This is an optimization exercise on Yosys and OpenROAD, whose aim is small area, a short achievable clock period and few clock cycles per item, not a production implementation.
Function was checked by simulation only, so behaviour that the tests miss may differ from the original.

Design rfser_chframe, start of the top module:
module rfser_chframe (
    input  wire        clk,
    input  wire        rst,           
    input  wire        start,
    output wire        ready,
    input  wire [4:0]  chan_count,    
    input  wire [4:0]  chan_start,    
    input  wire [1:0]  fs_mode,       
    input  wire        rangecheck,
    input  wire        ctr_load,
    input  wire [15:0] ctr_value,
    output reg  [4:0]  tab_addr,
    input  wire [15:0] ch_out,
    input  wire [15:0] ch_center,
    input  wire [15:0] fs_val,
    output reg         out_valid,
    input  wire        out_ready,
    output reg  [7:0]  out_byte,
    output reg         out_last
);
Size in the first run: about 680 cells after synthesis.
==> flow/config.mk <==
export PLATFORM = sky130hd
export DESIGN_NAME = rfser_chframe
export DESIGN_NICKNAME = rfser_chframe
export VERILOG_FILES = /design/flow/design.v
export SDC_FILE = /design/flow/constraint.sdc
export NUM_CORES = 4
export LEC_CHECK = 0
export CAP_MARGIN = 20
export CORE_MARGIN = 2
export CORE_UTILIZATION = 40
export PLACE_DENSITY = 0.6
export SLEW_MARGIN = 60
==> flow/constraint.sdc <==
create_clock -name core_clock -period 33.0 [get_ports {clk}]
set_input_delay 6.6000 -clock core_clock [delete_from_list [all_inputs] [get_ports {clk}]]
set_output_delay 6.6000 -clock core_clock [all_outputs]
set_load 0.01 [all_outputs]
standard.sh (not shown) runs the stock make flow with config.mk's settings and CLKGATE_MAP_FILE= SYNTH_SCRIPT=/design/flow/synth_recipe.tcl, a recipe that flattens the netlist after the stock synthesis.
==> flow/flow/run.sh <==
#!/bin/bash
# Layout: the standard flow (standard synthesis unchanged), except that
#  - the buffer placed on every input and output port is the smallest buffer
#    cell (sky130_fd_sc_hd__buf_1) instead of the one buffer_ports picks,
#  - clock tree synthesis builds the tree from clkbuf_8 cells and inserts no
#    dummy balancing loads, and
#  - timing repair aims at a setup slack of 25.4 ns (the clock period and the
#    constraints are the design's; only the repair target is raised).
# Each tool's full output goes to a log file of its own in this folder.
set -euo pipefail
bash standard.sh synth > synth.log 2>&1
bash standard.sh \
  "BUFFER_PORTS_ARGS=-buffer_cell sky130_fd_sc_hd__buf_1" \
  "CTS_ARGS=-sink_clustering_enable -repair_clock_nets -dont_use_dummy_load -buf_list sky130_fd_sc_hd__clkbuf_8" \
  SETUP_SLACK_MARGIN=25.4 \
  finish > layout.log 2>&1
Testbench counts at the start, summed over its fixed seeds: cycles 15,852, frames 384.
Rerun with:
--- a/flow/design.v
+++ b/flow/design.v
@@ -101,28 +101,20 @@
     wire hn0 = hu[4],          hn1 = hu[4] & ~hz1,   hn2 = hu[4] & ~hz1 & ~hz2;
     wire hzero = (c13 == 2'd0) ? hz0 : (c13 == 2'd1) ? hz1 : hz2;
     wire hneg  = (c13 == 2'd0) ? hn0 : (c13 == 2'd1) ? hn1 : hn2;
     wire y_ge_lo = ge13(y, 13'd2734);
     wire y_gt_hi = ge13(y, 13'd5458);
     wire clamp_lo = hneg | (hzero & ~y_ge_lo);
     wire clamp_hi = (~hneg & ~hzero) | (hzero & y_gt_hi);
-    wire [1:0] h = w[11:10];
-    wire [9:0] l = w[9:0];
-    wire ones8  = &l[9:2];
-    wire zeros8 = ~|l[9:2];
-    wire h0 = (h == 2'd0), h1 = (h == 2'd1), h2 = (h == 2'd2), h3 = (h == 2'd3);
-    wire kge1 = w[12] ? (~h0 | (ones8 & l[1] & l[0]))
-                      : (h[1] | (h1 & ~zeros8));
-    wire kge2 = w[12] ? (h[1] | (h1 & ones8 & l[1]))
-                      : (h3 | (h2 & ~(zeros8 & ~(l[1] & l[0]))));
-    wire keq3 = w[12] ? (h3 | (h2 & ones8 & (l[1] | l[0])))
-                      : (h3 & ~(zeros8 & ~l[1]));
-    wire cin = (w[1:0] == 2'd1) ? keq3 :
-               (w[1:0] == 2'd2) ? kge2 :
-               (w[1:0] == 2'd3) ? kge1 : 1'b0;
+    wire kge1 = y[12] ? ge13(y, 13'd4437) : ge13(y, 13'd3074);
+    wire kge2 = y[12] ? ge13(y, 13'd4778) : ge13(y, 13'd3415);
+    wire keq3 = y[12] ? ge13(y, 13'd5119) : ge13(y, 13'd3756);
+    wire cin = (y[1:0] == 2'd3) ? keq3 :
+               (y[1:0] == 2'd2) ? kge2 :
+               (y[1:0] == 2'd1) ? kge1 : 1'b0;
     wire [10:0] sc = cin ? w1 : w[12:2];
     wire due      = (fsme != FS_NOTSET);
     wire sel_fs   = (fsme == FS_CUSTOM);
     wire fs_hold  = sel_fs & (rin_raw == 16'd2000);
     wire fs_nop   = sel_fs & (rin_raw == 16'd2001);
     wire force_hi = (fsme == FS_HOLD) | fs_hold;
     wire force_lo = (fsme == FS_NOPULSES) | fs_nop;
Fmax is about the same.
Utilization fell by 0.61 points.
Design area came out lower by about 2%.
Worst setup slack improved by 0.0064 ns.
Sequential share of layout area increases by 0.63 points.
Routed wire length went up by about 0.4%.
Hold slack is about the same.
Die area falls by 1.2%.
Via count decreases by 1.5%.
Final cell count shrinks by 5.9%.
Testbench counts after the change, summed over its fixed seeds: cycles 15,852, frames 384.

[afterwards: timing with drivers on the ports]
No port has a modelled driver above. Below, the same layouts with a new extraction and two added sets of constraints.
Step 1, drivers: a clkbuf_16 drives clk and a buf_2 each remaining input, both assumed.
Step 2 moves the port delays by t, midway between the first and last clock arrival at a register: inputs arrive t later, outputs are due t later. That takes back most of the time a late clock gives input paths.
a / b / c = ideal / step 1 / step 2; a / b = the first two.
| run | shift t [ns] | setup WS [ns] | worst setup path at the end | worst register clock-pin slew, ns | worst slew at a driven data input, ns |
|---|---|---|---|---|---|
| the first run | 0.395 | 25.446 / 25.409 / 25.179 | input to register | 0.10 / 0.10 | 0.04 |
| the second run | 0.407 | 25.452 / 25.418 / 25.194 | input to register | 0.10 / 0.10 | 0.05 |
After both steps setup and hold are still met in every run listed. The setup slack of the first run, which loses most, moves by -0.037 ns with the drivers and by -0.267 ns with both steps.
